From an optimization exercise on the open Yosys and OpenROAD flow, aimed at small area; shortcuts taken in it are not production practice. In this exercise RTL edits were held to simulation tests only and were not proved equivalent to the original. Power and IR drop assume default switching activity. The clock port is modelled as an ideal driver; clocking choices that lean on that would not hold on a real chip.

==> flow/design.v (excerpt) <==
module ledscan (
    input  wire        clk,
    input  wire        rst,
    input  wire        cmd_start,
    input  wire [7:0]  cfg_tiles_x,
    input  wire [7:0]  cfg_tiles_y,
    input  wire        hw_grant,
    input  wire        stop_req,
    input  wire        rx_valid,
    input  wire [7:0]  rx_data,
    input  wire        rx_eof,
    output wire        rx_ready,
    output reg  [4:0]  row_addr,
    output wire [31:0] col_reg,
    output reg         col_stb,
    output reg         lat,
    output reg         oe,
    output reg         pass_done,
    output reg         pub_stb,
    output wire [1:0]  mode,
    output wire        exit_valid,
    output wire [7:0]  exit_code,
    output wire        owned
);
For scale: about 3,200 cells after synthesis, ~2,200 flip-flops, ~86 I/O pins, roughly 54,000 um2 of cells after synthesis.
==> flow/config.mk <==
export PLATFORM = sky130hd
export DESIGN_NAME = ledscan
export DESIGN_NICKNAME = ledscan
export VERILOG_FILES = /design/flow/design.v
export SDC_FILE = /design/flow/constraint.sdc
export NUM_CORES = 4
export LEC_CHECK = 0
export CAP_MARGIN = 20
export CORE_MARGIN = 2
export CORE_UTILIZATION = 55
export SLEW_MARGIN = 20
export CTS_ARGS = -sink_clustering_enable -repair_clock_nets -dont_use_dummy_load -sink_clustering_size 34 -sink_clustering_max_diameter 100
export BUFFER_PORTS_ARGS = -buffer_cell sky130_fd_sc_hd__buf_1
==> flow/constraint.sdc <==
create_clock -name core_clock -period 10.0 [get_ports {clk}]
set_input_delay 2.0000 -clock core_clock [delete_from_list [all_inputs] [get_ports {clk}]]
set_output_delay 2.0000 -clock core_clock [all_outputs]
set_load 0.01 [all_outputs]
standard.sh (not shown) runs the stock make flow with config.mk's settings and CLKGATE_MAP_FILE= SYNTH_SCRIPT=/design/flow/synth_recipe.tcl, a recipe that flattens the netlist after the stock synthesis.
==> flow/flow/run.sh <==
#!/bin/bash
# The standard layout (standard.sh, unchanged synthesis) with two changes:
# clock tree synthesis makes sink clusters of up to 34 flip-flops within
# 100 um and adds no dummy loads, and the port buffers use the smallest
# buffer cell. The make output goes to standard.log; ORFS keeps each tool's
# log under orfs/logs.
set -euo pipefail
cat >> config.mk <<'EOT'
export CTS_ARGS = -sink_clustering_enable -repair_clock_nets -dont_use_dummy_load -sink_clustering_size 34 -sink_clustering_max_diameter 100
export BUFFER_PORTS_ARGS = -buffer_cell sky130_fd_sc_hd__buf_1
EOT
bash standard.sh > standard.log 2>&1
==> next run, changes <==
==> flow/flow/run.sh (replaced) <==
#!/bin/bash
# The standard layout (standard.sh, unchanged synthesis) with two changes:
# clock tree synthesis makes sink clusters of up to 30 flip-flops within
# 100 um and adds no dummy loads, and the port buffers use the smallest
# buffer cell. The make output goes to standard.log; ORFS keeps each tool's
# log under orfs/logs.
set -euo pipefail
cat >> config.mk <<'EOT'
export CTS_ARGS = -sink_clustering_enable -repair_clock_nets -dont_use_dummy_load -sink_clustering_size 30 -sink_clustering_max_diameter 100
export BUFFER_PORTS_ARGS = -buffer_cell sky130_fd_sc_hd__buf_1
EOT
bash standard.sh > standard.log 2>&1
Settings changed: CORE_UTILIZATION 55 to 30, CTS_ARGS -sink_clustering_enable -repair_clock_nets -dont_use_dummy_load -sink_clustering_size 34 -sink_clustering_max_diameter 100 to -sink_clustering_enable -repair_clock_nets -dont_use_dummy_load -sink_clustering_size 30 -sink_clustering_max_diameter 100.
Effect: Power came out higher by 1.3%. Die area came out higher by 82%. Hold slack gains 0.0057 ns. Synthesized cell count does not change. Core utilization came out lower by 26 points. Area after synthesis is unchanged. Combinational power is about the same. Setup slack gains 0.24 ns. Global-route usage came out lower by 7.9 points. Wire length came out higher by 0.91%.

ledscan again, from the RTL that the note above started with.
clock: 10.0 ns
lec_check: 0
cap_margin: 20
core_margin: 2
core_utilization: 55
slew_margin: 20
cts_args: -sink_clustering_enable -repair_clock_nets -dont_use_dummy_load -sink_clustering_size 30 -sink_clustering_max_diameter 100
buffer_ports_args: -buffer_cell sky130_fd_sc_hd__buf_1
==> flow/flow/run.sh <==
#!/bin/bash
# The standard layout (standard.sh, unchanged synthesis) with two changes:
# clock tree synthesis makes sink clusters of up to 30 flip-flops within
# 100 um and adds no dummy loads, and the port buffers use the smallest
# buffer cell. The make output goes to standard.log; ORFS keeps each tool's
# log under orfs/logs.
set -euo pipefail
cat >> config.mk <<'EOT'
export CTS_ARGS = -sink_clustering_enable -repair_clock_nets -dont_use_dummy_load -sink_clustering_size 30 -sink_clustering_max_diameter 100
export BUFFER_PORTS_ARGS = -buffer_cell sky130_fd_sc_hd__buf_1
EOT
bash standard.sh > standard.log 2>&1
The first run completed with no timing, DRC or antenna violations.
Then changed:
==> flow/run.sh (new file) <==
#!/bin/bash
# synth_recipe.tcl (not shown) runs the flow's synth.tcl, then flattens the netlist and writes it again
# the make line also repeats each setting of config.mk as NAME=value (left out here)
make -C /OpenROAD-flow-scripts/flow DESIGN_CONFIG=/design/flow/config.mk WORK_HOME=/design/flow/orfs CLKGATE_MAP_FILE= SYNTH_SCRIPT=/design/flow/synth_recipe.tcl finish
BUFFER_PORTS_ARGS = default   (was -buffer_cell sky130_fd_sc_hd__buf_1)
CORE_UTILIZATION = 30   (was 55)
CTS_ARGS = default   (was -sink_clustering_enable -repair_clock_nets -dont_use_dummy_load -sink_clustering_size 30 -sink_clustering_max_diameter 100)
CTS_CLUSTER_DIAMETER = 100   (was default)
CTS_CLUSTER_SIZE = 30   (was default)
removed: flow/flow/run.sh
removed: flow/standard.sh
Effect:
- The new run ran to the end with no violations
- worst hold slack improved by 0.023 ns
- first-iteration DRC count drops by 2.5%
- total power went up by 1.5%
- worst setup slack improves by 0.20 ns
- cell area went up by 3.4%

Another version of the RTL of ledscan (not shown whole).
For scale: about 86 I/O pins, about 55000 um^2 of cells after synthesis.
==> flow/design.v (excerpt) <==
module ledscan (
    input  wire        clk,
    input  wire        rst,
    input  wire        cmd_start,
    input  wire [7:0]  cfg_tiles_x,
    input  wire [7:0]  cfg_tiles_y,
    input  wire        hw_grant,
    input  wire        stop_req,
    input  wire        rx_valid,
    input  wire [7:0]  rx_data,
    input  wire        rx_eof,
    output wire        rx_ready,
    output reg  [4:0]  row_addr,
    output wire [31:0] col_reg,
    output reg         col_stb,
    output reg         lat,
    output reg         oe,
    output reg         pass_done,
    output reg         pub_stb,
    output wire [1:0]  mode,
    output wire        exit_valid,
    output wire [7:0]  exit_code,
    output wire        owned
);
clock: 10.0 ns
lec_check: 0
cap_margin: 20
core_margin: 2
core_utilization: 30
slew_margin: 20
cts_args: -sink_clustering_enable -repair_clock_nets -dont_use_dummy_load -sink_clustering_size 36 -sink_clustering_max_diameter 60
buffer_ports_args: -buffer_cell sky130_fd_sc_hd__buf_1
==> flow/flow/run.sh <==
#!/bin/bash
# Standard layout, with clock tree synthesis told to make larger sink
# clusters and to add no dummy loads. Ports get the smallest buffer.
set -euo pipefail
cat >> config.mk <<'EOT'
export CTS_ARGS = -sink_clustering_enable -repair_clock_nets -dont_use_dummy_load -sink_clustering_size 36 -sink_clustering_max_diameter 60
export BUFFER_PORTS_ARGS = -buffer_cell sky130_fd_sc_hd__buf_1
EOT
bash standard.sh > standard.log 2>&1
Edit:
==> flow/run.sh (new file) <==
#!/bin/bash
# synth_recipe.tcl (not shown) runs the flow's synth.tcl, then flattens the netlist and writes it again
# the make line also repeats each setting of config.mk as NAME=value (left out here)
make -C /OpenROAD-flow-scripts/flow DESIGN_CONFIG=/design/flow/config.mk WORK_HOME=/design/flow/orfs CLKGATE_MAP_FILE= SYNTH_SCRIPT=/design/flow/synth_recipe.tcl finish
- BUFFER_PORTS_ARGS: -buffer_cell sky130_fd_sc_hd__buf_1 -> not set
- CTS_ARGS: -sink_clustering_enable -repair_clock_nets -dont_use_dummy_load -sink_clustering_size 36 -sink_clustering_max_diameter 60 -> not set
removed: flow/flow/run.sh
removed: flow/standard.sh
After rerunning: Design area goes up by 7.1%; total power goes up by 23%; clock skew goes down by 0.055 ns; sequential cell count does not change; synthesized area stays the same; core utilization goes up by 2.4 points.
Edit:
- CORE_UTILIZATION: 30 -> 60
- CTS_BUF_LIST: not set -> sky130_fd_sc_hd__clkbuf_4 sky130_fd_sc_hd__clkbuf_8
What happened: The new run completed without violations; first-iteration DRC count falls by roughly a tenth; sequential cell count is unchanged; via count rises by a few percent; die area falls by well over a third; register-to-register slack barely changes; fmax hardly moves; total power is about the same; hold slack degrades by 0.012 ns.
Edit:
- CORE_UTILIZATION: 60 -> 30
- CTS_BUF_LIST: sky130_fd_sc_hd__clkbuf_4 sky130_fd_sc_hd__clkbuf_8 -> not set
- CTS_CLUSTER_DIAMETER: not set -> 100
- CTS_CLUSTER_SIZE: not set -> 30
Critical path depth does not change.
Via count falls by 7.6%.
Clock skew came out lower by 0.021 ns.
Utilization came out lower by 37 points.
Clock power fell by 44%.
Non-clock buffer count fell by 4.
Wire length decreases by 8.0%.
Power is lower by 20%.

ledscan, a different RTL version from the one above (not shown whole).
For scale: about 3300 cells after synthesis, ~86 I/O pins, about 55000 sq um of cells after synthesis.
## ledscan
module ledscan (
    input  wire        clk,
    input  wire        rst,
    input  wire        cmd_start,
    input  wire [7:0]  cfg_tiles_x,
    input  wire [7:0]  cfg_tiles_y,
    input  wire        hw_grant,
    input  wire        stop_req,
    input  wire        rx_valid,
    input  wire [7:0]  rx_data,
    input  wire        rx_eof,
    output wire        rx_ready,
    output reg  [4:0]  row_addr,
    output wire [31:0] col_reg,
    output reg         col_stb,
    output reg         lat,
    output reg         oe,
    output reg         pass_done,
    output reg         pub_stb,
    output wire [1:0]  mode,
    output wire        exit_valid,
    output wire [7:0]  exit_code,
    output wire        owned
);
clock: 10.0 ns
lec_check: 0
cap_margin: 20
core_margin: 2
core_utilization: 30
cts_cluster_diameter: 100
cts_cluster_size: 32
slew_margin: 20
run.sh (not shown) runs the stock make flow with config.mk's settings and CLKGATE_MAP_FILE= SYNTH_SCRIPT=/design/flow/synth_recipe.tcl, a recipe that flattens the netlist after the stock synthesis.
Stock flow here: none of the scripts above is used.
==> next run, changes <==
--- a/flow/config.mk
+++ b/flow/config.mk
@@ -6,8 +6,9 @@
 export NUM_CORES = 4
 export LEC_CHECK = 0
+export ABC_AREA = 1
 export CAP_MARGIN = 20
 export CORE_MARGIN = 2
 export CORE_UTILIZATION = 30
 export CTS_CLUSTER_DIAMETER = 100
-export CTS_CLUSTER_SIZE = 32
+export CTS_CLUSTER_SIZE = 30
 export SLEW_MARGIN = 20
=>
- core utilization went down by 0.28 points
- worst hold slack hardly moves
- routed wire length rises by about 32%
- global-route usage climbs by 2.2 points
==> next run, changes <==
==> flow/flow/run.sh (new file) <==
#!/bin/bash
# The standard layout (standard.sh, unchanged synthesis) with two changes:
# clock tree synthesis makes sink clusters of up to 30 flip-flops within
# 100 um and adds no dummy loads, and the port buffers use the smallest
# buffer cell. The make output goes to standard.log; ORFS keeps each tool's
# log under orfs/logs.
set -euo pipefail
cat >> config.mk <<'EOT'
export CTS_ARGS = -sink_clustering_enable -repair_clock_nets -dont_use_dummy_load -sink_clustering_size 30 -sink_clustering_max_diameter 100
export BUFFER_PORTS_ARGS = -buffer_cell sky130_fd_sc_hd__buf_1
EOT
bash standard.sh > standard.log 2>&1
==> flow/standard.sh (new file) <==
#!/bin/bash
# synth_recipe.tcl (not shown) runs the flow's synth.tcl, then flattens the netlist and writes it again
# the make line also repeats each setting of config.mk as NAME=value (left out here)
make -C /OpenROAD-flow-scripts/flow DESIGN_CONFIG=/design/flow/config.mk WORK_HOME=/design/flow/orfs CLKGATE_MAP_FILE= SYNTH_SCRIPT=/design/flow/synth_recipe.tcl "${@:-finish}"
--- a/flow/config.mk
+++ b/flow/config.mk
@@ -6,9 +6,8 @@
 export NUM_CORES = 4
 export LEC_CHECK = 0
-export ABC_AREA = 1
 export CAP_MARGIN = 20
 export CORE_MARGIN = 2
 export CORE_UTILIZATION = 30
-export CTS_CLUSTER_DIAMETER = 100
-export CTS_CLUSTER_SIZE = 30
 export SLEW_MARGIN = 20
+export CTS_ARGS = -sink_clustering_enable -repair_clock_nets -dont_use_dummy_load -sink_clustering_size 30 -sink_clustering_max_diameter 100
+export BUFFER_PORTS_ARGS = -buffer_cell sky130_fd_sc_hd__buf_1
removed: flow/run.sh
=> The changed run completed with no timing, DRC or antenna violations; worst hold slack is worse by 0.019 ns; total power went down by a few percent; synthesized area went down by a few percent; worst setup slack is worse by 0.68 ns; register-to-register slack is worse by 0.68 ns; count of clock-buffer cells in the layout went down by 7; utilization hardly moves.

==> port drivers added, routing unchanged <==
How much do the figures lean on ideal ports? The routed layouts below were timed once more, with nothing changed but the port constraints.
Step 1 assumes that a clkbuf_16 drives the clock port and a buf_2 every other input.
Step 2 adds t to the input delays and takes it off the output delays; t is the mean of the earliest and latest rising clock arrival at the registers after step 1. Input paths then give back, and output paths get back, about the clock's delay inside the block.
Three values: no drivers, after step 1, after step 2; two values: the first two.
run | t (ns) | setup WS [ns] | worst register clock-pin slew, ns | worst data-port slew with drivers (ns) | pins driven straight from the clock port
the first run of note 1 | 0.715 | 2.907 / 2.907 / 2.907 | 0.12 / 0.12 | 0.05 | 1
the second run of note 1 | 0.742 | 3.146 / 3.146 / 3.146 | 0.12 / 0.12 | 0.05 | 1
the first run of note 2 | 0.725 | 2.973 / 2.973 / 2.973 | 0.11 / 0.11 | 0.05 | 1
the second run of note 2 | 0.770 | 3.178 / 3.178 / 3.178 | 0.12 / 0.12 | 0.06 | 1
the first run of note 3 | 0.779 | 2.840 / 2.840 / 2.840 | 0.12 / 0.12 | 0.09 | 1
the second run of note 3 | 0.861 | 3.110 / 3.110 / 3.110 | 0.07 / 0.07 | 0.09 | 1
the third run of note 3 | 0.960 | 3.122 / 3.122 / 3.122 | 0.07 / 0.07 | 0.04 | 1
the fourth run of note 3 | 0.784 | 3.093 / 3.093 / 3.093 | 0.12 / 0.12 | 0.10 | 1
the first run of note 4 | 0.753 | 3.652 / 3.652 / 3.652 | 0.13 / 0.13 | 0.04 | 1
the second run of note 4 | 0.809 | 4.377 / 4.377 / 4.328 | 0.12 / 0.12 | 0.07 | 1
the third run of note 4 | 0.747 | 3.697 / 3.697 / 3.697 | 0.12 / 0.12 | 0.05 | 1
After both steps every run listed still meets setup and hold. The setup slack of the second run of note 4, which loses most, moves by 0.000 ns with the drivers and by -0.049 ns with both steps.
